Background: an optimization exercise with open tools, aiming at small area, a short achievable clock period and few clock cycles. Do not read the settings as production practice. RTL that was checked went through simulation tests only; none was proved equivalent to the original. Power is estimated from default activity; no workload was simulated.

Setup of run a:
## prf_frame_codec
module prf_frame_codec (
    input  wire        clk,
    input  wire        rst,
    input  wire        in_valid,
    output wire        in_ready,
    input  wire [1:0]  in_op,
    input  wire [4:0]  in_kind,
    input  wire [31:0] in_data,
    input  wire [2:0]  in_nbytes,
    input  wire        in_last,
    output reg         rsp_valid,
    input  wire        rsp_ready,
    output reg  [1:0]  rsp_status,
    output wire [31:0] rsp_crc,
    output wire [31:0] rsp_rcv,
    output wire [15:0] rsp_expected,
    output wire [15:0] rsp_actual
);
For scale: roughly 200 flip-flops, roughly 150 I/O pins.
Settings: LEC_CHECK=0, CAP_MARGIN=20, CORE_MARGIN=2, CORE_UTILIZATION=40, SLEW_MARGIN=20; clock period 10.0 ns.
standard.sh (not shown) runs the stock make flow with config.mk's settings and CLKGATE_MAP_FILE= SYNTH_SCRIPT=/design/flow/synth_recipe.tcl, a recipe that flattens the netlist after the stock synthesis.
==> flow/flow/run.sh <==
#!/bin/bash
# Layout: the standard ORFS flow (standard.sh), with plain buffers on the
# ports and timing repair aimed below the clock period.
set -euo pipefail
source flow/settings.sh
bash standard.sh "${EXTRA[@]}" finish > make_finish.log 2>&1
==> flow/flow/settings.sh <==
EXTRA=(
  "BUFFER_PORTS_ARGS=-buffer_cell sky130_fd_sc_hd__buf_2"
  "SETUP_SLACK_MARGIN=6.5"
  "TNS_END_PERCENT=0"
)
Run a finished every step from synthesis to the final layout, and the layout passed the timing, DRC and antenna checks.
Testbench counts of run a, summed over its fixed seeds: cycles 12,333.
#### Input delta (run b over run a)
==> flow/flow/settings.sh <==
EXTRA=(
  "BUFFER_PORTS_ARGS=-buffer_cell sky130_fd_sc_hd__buf_2"
  "SETUP_SLACK_MARGIN=7.2"
)
--- outcome ---
- In the flow results for run b and run a, the global-route usage over all layers is larger on run b.
- Run comparison: run a slowest cell on the critical path mux2i_2; run b slowest cell on the critical path edfxtp_1
- Lower initial antenna violation count goes to run b over run a.
- Of run b and run a, run a shows the lower share of power burned in combinational logic, with run b above it.
- Compare run b and run a | data required time of the worst path lower: run b

========
Another version of the RTL of prf_frame_codec (not shown whole).
Size: ~1000 cells after synthesis, roughly 200 flip-flops, roughly 150 I/O pins, ~13000 µm² of cells after synthesis.
Settings: LEC_CHECK=0, CAP_MARGIN=20, CORE_MARGIN=2, CORE_UTILIZATION=40, SLEW_MARGIN=20; clock period 10.0 ns.
==> flow/flow/settings.sh <==
EXTRA=(
  "BUFFER_PORTS_ARGS=-buffer_cell sky130_fd_sc_hd__buf_1"
  "SETUP_SLACK_MARGIN=6.9"
  "TNS_END_PERCENT=0"
)
Scripts as last shown in full above: flow/flow/run.sh
The baseline produced a clean layout.
Testbench counts at the start, summed over its fixed seeds: cycles 12,333.
Edit:
==> flow/flow/settings.sh (replaced) <==
EXTRA=(
  "BUFFER_PORTS_ARGS=-buffer_cell sky130_fd_sc_hd__buf_1"
  "SETUP_SLACK_MARGIN=7.05"
  "TNS_END_PERCENT=0"
  "CTS_BUF_LIST=sky130_fd_sc_hd__clkbuf_8"
  "CORE_UTILIZATION=55"
)
- CORE_UTILIZATION: 40 -> 55
Outcome: The new run completed without violations. Total power is lower by 2.1%. First-iteration DRC count grows by 13%. Final cell count fell by 1.3%. Sequential share of layout area goes down by 0.76 points. Core utilization goes up by 19 points. Via count goes up by 3.7%. Final area increases by 1.9%. Count of clock-buffer cells in the layout does not change. Synthesized cell count is unchanged. Fmax rose by 4.7%.

========
prf_frame_codec again, from the RTL that the note above started with.
## prf_frame_codec
module prf_frame_codec (
    input  wire        clk,
    input  wire        rst,
    input  wire        in_valid,
    output wire        in_ready,
    input  wire [1:0]  in_op,
    input  wire [4:0]  in_kind,
    input  wire [31:0] in_data,
    input  wire [2:0]  in_nbytes,
    input  wire        in_last,
    output reg         rsp_valid,
    input  wire        rsp_ready,
    output reg  [1:0]  rsp_status,
    output wire [31:0] rsp_crc,
    output wire [31:0] rsp_rcv,
    output wire [15:0] rsp_expected,
    output wire [15:0] rsp_actual
);
clock: 10.0 ns
lec_check: 0
cap_margin: 20
core_margin: 2
core_utilization: 40
slew_margin: 20
==> flow/flow/settings.sh <==
EXTRA=(
  "BUFFER_PORTS_ARGS=-buffer_cell sky130_fd_sc_hd__buf_1"
  "SETUP_SLACK_MARGIN=6.9"
  "TNS_END_PERCENT=0"
  "CTS_BUF_LIST=sky130_fd_sc_hd__clkbuf_8"
)
Scripts as last shown in full above: flow/flow/run.sh
Testbench counts at the start, summed over its fixed seeds: cycles 12,333.
Edit:
==> flow/flow/settings.sh (replaced) <==
EXTRA=(
  "BUFFER_PORTS_ARGS=-buffer_cell sky130_fd_sc_hd__buf_2"
  "SETUP_SLACK_MARGIN=7.2"
  "TNS_END_PERCENT=0"
)
Design area rose by a few percent. Core utilization is higher by 2.9 points. Synthesized cell count stays the same. Global-route usage goes up by 0.54 points.
Edit:
==> flow/flow/settings.sh (replaced) <==
EXTRA=(
  "BUFFER_PORTS_ARGS=-buffer_cell sky130_fd_sc_hd__buf_1"
  "SETUP_SLACK_MARGIN=7.05"
  "TNS_END_PERCENT=0"
)
Flip-flop and latch count is unchanged.
Power is about the same.
Critical path depth rose by 1.
Edit:
==> flow/flow/settings.sh (replaced) <==
EXTRA=(
  "BUFFER_PORTS_ARGS=-buffer_cell sky130_fd_sc_hd__buf_2"
  "SETUP_SLACK_MARGIN=6.9"
  "TNS_END_PERCENT=0"
  "CTS_BUF_LIST=sky130_fd_sc_hd__clkbuf_8"
)
The new run passed the timing, DRC and antenna checks.
Final cell count fell by a few percent.
Synthesized area does not change.
Power fell by a few percent.
Via count fell by a few percent.
Final area fell by a few percent.
Edit:
==> flow/flow/settings.sh (replaced) <==
EXTRA=(
  "BUFFER_PORTS_ARGS=-buffer_cell sky130_fd_sc_hd__buf_1"
  "SETUP_SLACK_MARGIN=7.05"
  "TNS_END_PERCENT=0"
  "CTS_BUF_LIST=sky130_fd_sc_hd__clkbuf_8"
)
After rerunning:
- fmax is higher by 7.0%
- synthesized area is unchanged
- sequential share of layout area is lower by 1.5 points
- combinational power is higher by 10%
- via count is higher by 3.3%
- setup slack is better by 0.22 ns
- final area is higher by 3.8%
- final cell count is higher by 4.2%
- register-to-register slack is better by 0.30 ns
Edit:
==> flow/flow/settings.sh (replaced) <==
EXTRA=(
  "BUFFER_PORTS_ARGS=-buffer_cell sky130_fd_sc_hd__buf_2"
  "SETUP_SLACK_MARGIN=6.9"
  "TNS_END_PERCENT=0"
  "CTS_CLUSTER_SIZE=40"
  "CTS_CLUSTER_DIAMETER=100"
)
- The changed run ran to the end with no violations
- total power increases by 0.73%
- worst setup slack degrades by 0.14 ns
- die area is unchanged
- hold slack degrades by 0.0073 ns
- critical path depth shrinks by 7
- synthesized cell count stays the same
- clock skew shrinks by 0.0063 ns
- combinational power came out lower by 8.3%
- wire length decreases by 1.9%

========
Another version of the RTL of prf_frame_codec (not shown whole).
For scale: roughly 150 I/O pins, roughly 0.013 sq mm of cells after synthesis.
// prf_frame_codec
module prf_frame_codec (
    input  wire        clk,
    input  wire        rst,
    input  wire        in_valid,
    output wire        in_ready,
    input  wire [1:0]  in_op,
    input  wire [4:0]  in_kind,
    input  wire [31:0] in_data,
    input  wire [2:0]  in_nbytes,
    input  wire        in_last,
    output reg         rsp_valid,
    input  wire        rsp_ready,
    output reg  [1:0]  rsp_status,
    output wire [31:0] rsp_crc,
    output wire [31:0] rsp_rcv,
    output wire [15:0] rsp_expected,
    output wire [15:0] rsp_actual
);
Settings: LEC_CHECK=0, CAP_MARGIN=20, CORE_MARGIN=2, CORE_UTILIZATION=40, SLEW_MARGIN=20; clock period 10.0 ns.
==> flow/flow/settings.sh <==
EXTRA=(
  "BUFFER_PORTS_ARGS=-buffer_cell sky130_fd_sc_hd__buf_2"
  "SETUP_SLACK_MARGIN=7.2"
)
Scripts as last shown in full above: flow/flow/run.sh
The baseline passed the timing, DRC and antenna checks.
==> next run, changes <==
==> flow/run.sh (new file) <==
#!/bin/bash
# synth_recipe.tcl (not shown) runs the flow's synth.tcl, then flattens the netlist and writes it again
# the make line also repeats each setting of config.mk as NAME=value (left out here)
make -C /OpenROAD-flow-scripts/flow DESIGN_CONFIG=/design/flow/config.mk WORK_HOME=/design/flow/orfs CLKGATE_MAP_FILE= SYNTH_SCRIPT=/design/flow/synth_recipe.tcl finish
Settings changed: ABC_AREA from default to 1.
removed: flow/flow/run.sh
removed: flow/flow/settings.sh
removed: flow/standard.sh
The new run passed the timing, DRC and antenna checks.
Die area goes up by about a fifth.
Cell area drops by a few percent.
Power falls by a quarter to a third.
Routed wire length went up by a quarter to a third.
Core utilization shrinks by 12 points.
Worst hold slack is better by 32 ps.
Worst setup slack loses 930 ps.
Clock skew stays flat.
==> next run, changes <==
Settings changed: ABC_AREA 1 to default.
After rerunning: The changed run completed with no timing, DRC or antenna violations; register-to-register slack loses 160 ps; count of clock-buffer cells in the layout went down by 2; flip-flop and latch count does not change; clock power falls by 3.4%.
No run of this note included a check of the RTL's function; only the layout flow was run.

========
prf_frame_codec with an RTL version that a note above also has.
For scale: ~1,000 cells after synthesis, roughly 150 I/O pins, roughly 13,000 sq um of cells after synthesis.
==> flow/config.mk <==
export PLATFORM = sky130hd
export DESIGN_NAME = prf_frame_codec
export DESIGN_NICKNAME = prf_frame_codec
export VERILOG_FILES = /design/flow/design.v
export SDC_FILE = /design/flow/constraint.sdc
export NUM_CORES = 4
export LEC_CHECK = 0
export CAP_MARGIN = 20
export CORE_MARGIN = 2
export CORE_UTILIZATION = 40
export SLEW_MARGIN = 20
==> flow/constraint.sdc <==
create_clock -name core_clock -period 10.0 [get_ports {clk}]
set_input_delay 2.0000 -clock core_clock [delete_from_list [all_inputs] [get_ports {clk}]]
set_output_delay 2.0000 -clock core_clock [all_outputs]
set_load 0.01 [all_outputs]
==> flow/flow/run.sh <==
#!/bin/bash
# Layout: the standard ORFS flow (standard.sh), with plain buffers on the
# ports and timing repair aimed below the clock period.
set -euo pipefail
source flow/settings.sh
bash standard.sh "${EXTRA[@]}" finish > make_finish.log 2>&1
==> flow/flow/settings.sh <==
EXTRA=(
  "BUFFER_PORTS_ARGS=-buffer_cell sky130_fd_sc_hd__buf_2"
  "SETUP_SLACK_MARGIN=7.05"
  "TNS_END_PERCENT=0"
)
Testbench counts at the start, summed over its fixed seeds: cycles 12,333.
Then changed:
==> flow/flow/settings.sh (replaced) <==
EXTRA=(
  "BUFFER_PORTS_ARGS=-buffer_cell sky130_fd_sc_hd__buf_2"
  "SETUP_SLACK_MARGIN=6.7"
  "TNS_END_PERCENT=0"
)
Result: Synthesized cell count does not change; register-to-register slack loses 390 ps; total power falls by a few percent; clock power hardly moves.
Then changed:
==> flow/flow/settings.sh (replaced) <==
EXTRA=(
  "BUFFER_PORTS_ARGS=-buffer_cell sky130_fd_sc_hd__buf_2"
  "SETUP_SLACK_MARGIN=6.9"
  "TNS_END_PERCENT=0"
)
Outcome:
- non-clock buffer count increases by 19
- area after synthesis does not change
- die area does not change
- final area grows by 2.2%
- worst hold slack is about the same
- synthesized cell count does not change
- total power went up by 1.4%
- sequential power is about the same
- wire length is higher by 0.43%
- count of clock-buffer cells in the layout is unchanged

port drivers added, routing unchanged:
No port has a modelled driver above. Below, the same layouts with a new extraction and two added sets of constraints. Step 1 assumes that a clkbuf_16 drives the clock port and a buf_2 every other input. Step 2, shift: input delay + t, output delay - t, t = (earliest + latest rising clock arrival at the registers) / 2. This alone moves slack from input paths to output paths. a / b / c = ideal ports / drivers / drivers and shift; a / b = the first two.
| run | shift t [ns] | setup slack, ns | worst data-port slew with drivers (ns) | cell pins on the clock port's net |
|---|---|---|---|---|
| run a | 0.506 | 6.483 / 6.487 / 6.007 | 0.04 | 1 |
| run b | 0.500 | 6.779 / 6.729 / 6.332 | 0.05 | 1 |
| the first run of note 2 | 0.488 | 6.720 / 6.669 / 6.274 | 0.05 | 1 |
| the second run of note 2 | 0.515 | 6.866 / 6.839 / 6.408 | 0.05 | 1 |
| the first run of note 3 | 0.526 | 6.683 / 6.635 / 6.263 | 0.06 | 1 |
| the second run of note 3 | 0.486 | 6.885 / 6.850 / 6.429 | 0.05 | 1 |
| the third run of note 3 | 0.491 | 6.889 / 6.852 / 6.418 | 0.05 | 1 |
| the fourth run of note 3 | 0.522 | 6.629 / 6.618 / 6.210 | 0.05 | 1 |
| the fifth run of note 3 | 0.523 | 6.849 / 6.814 / 6.350 | 0.06 | 1 |
| the sixth run of note 3 | 0.485 | 6.706 / 6.656 / 6.307 | 0.05 | 1 |
| the first run of note 4 | 0.504 | 6.851 / 6.854 / 6.362 | 0.05 | 1 |
| the second run of note 4 | 0.508 | 5.923 / 5.947 / 5.439 | 0.06 | 1 |
| the third run of note 4 | 0.497 | 5.874 / 5.874 / 5.663 | 0.04 | 1 |
| the first run of note 5 | 0.486 | 6.885 / 6.850 / 6.429 | 0.05 | 1 |
| the second run of note 5 | 0.485 | 6.550 / 6.550 / 6.127 | 0.05 | 1 |
| the third run of note 5 | 0.485 | 6.706 / 6.656 / 6.307 | 0.05 | 1 |
After both steps every run listed still meets setup and hold. The setup slack of the fifth run of note 3, which loses most, moves by -0.035 ns with the drivers and by -0.499 ns with both steps.
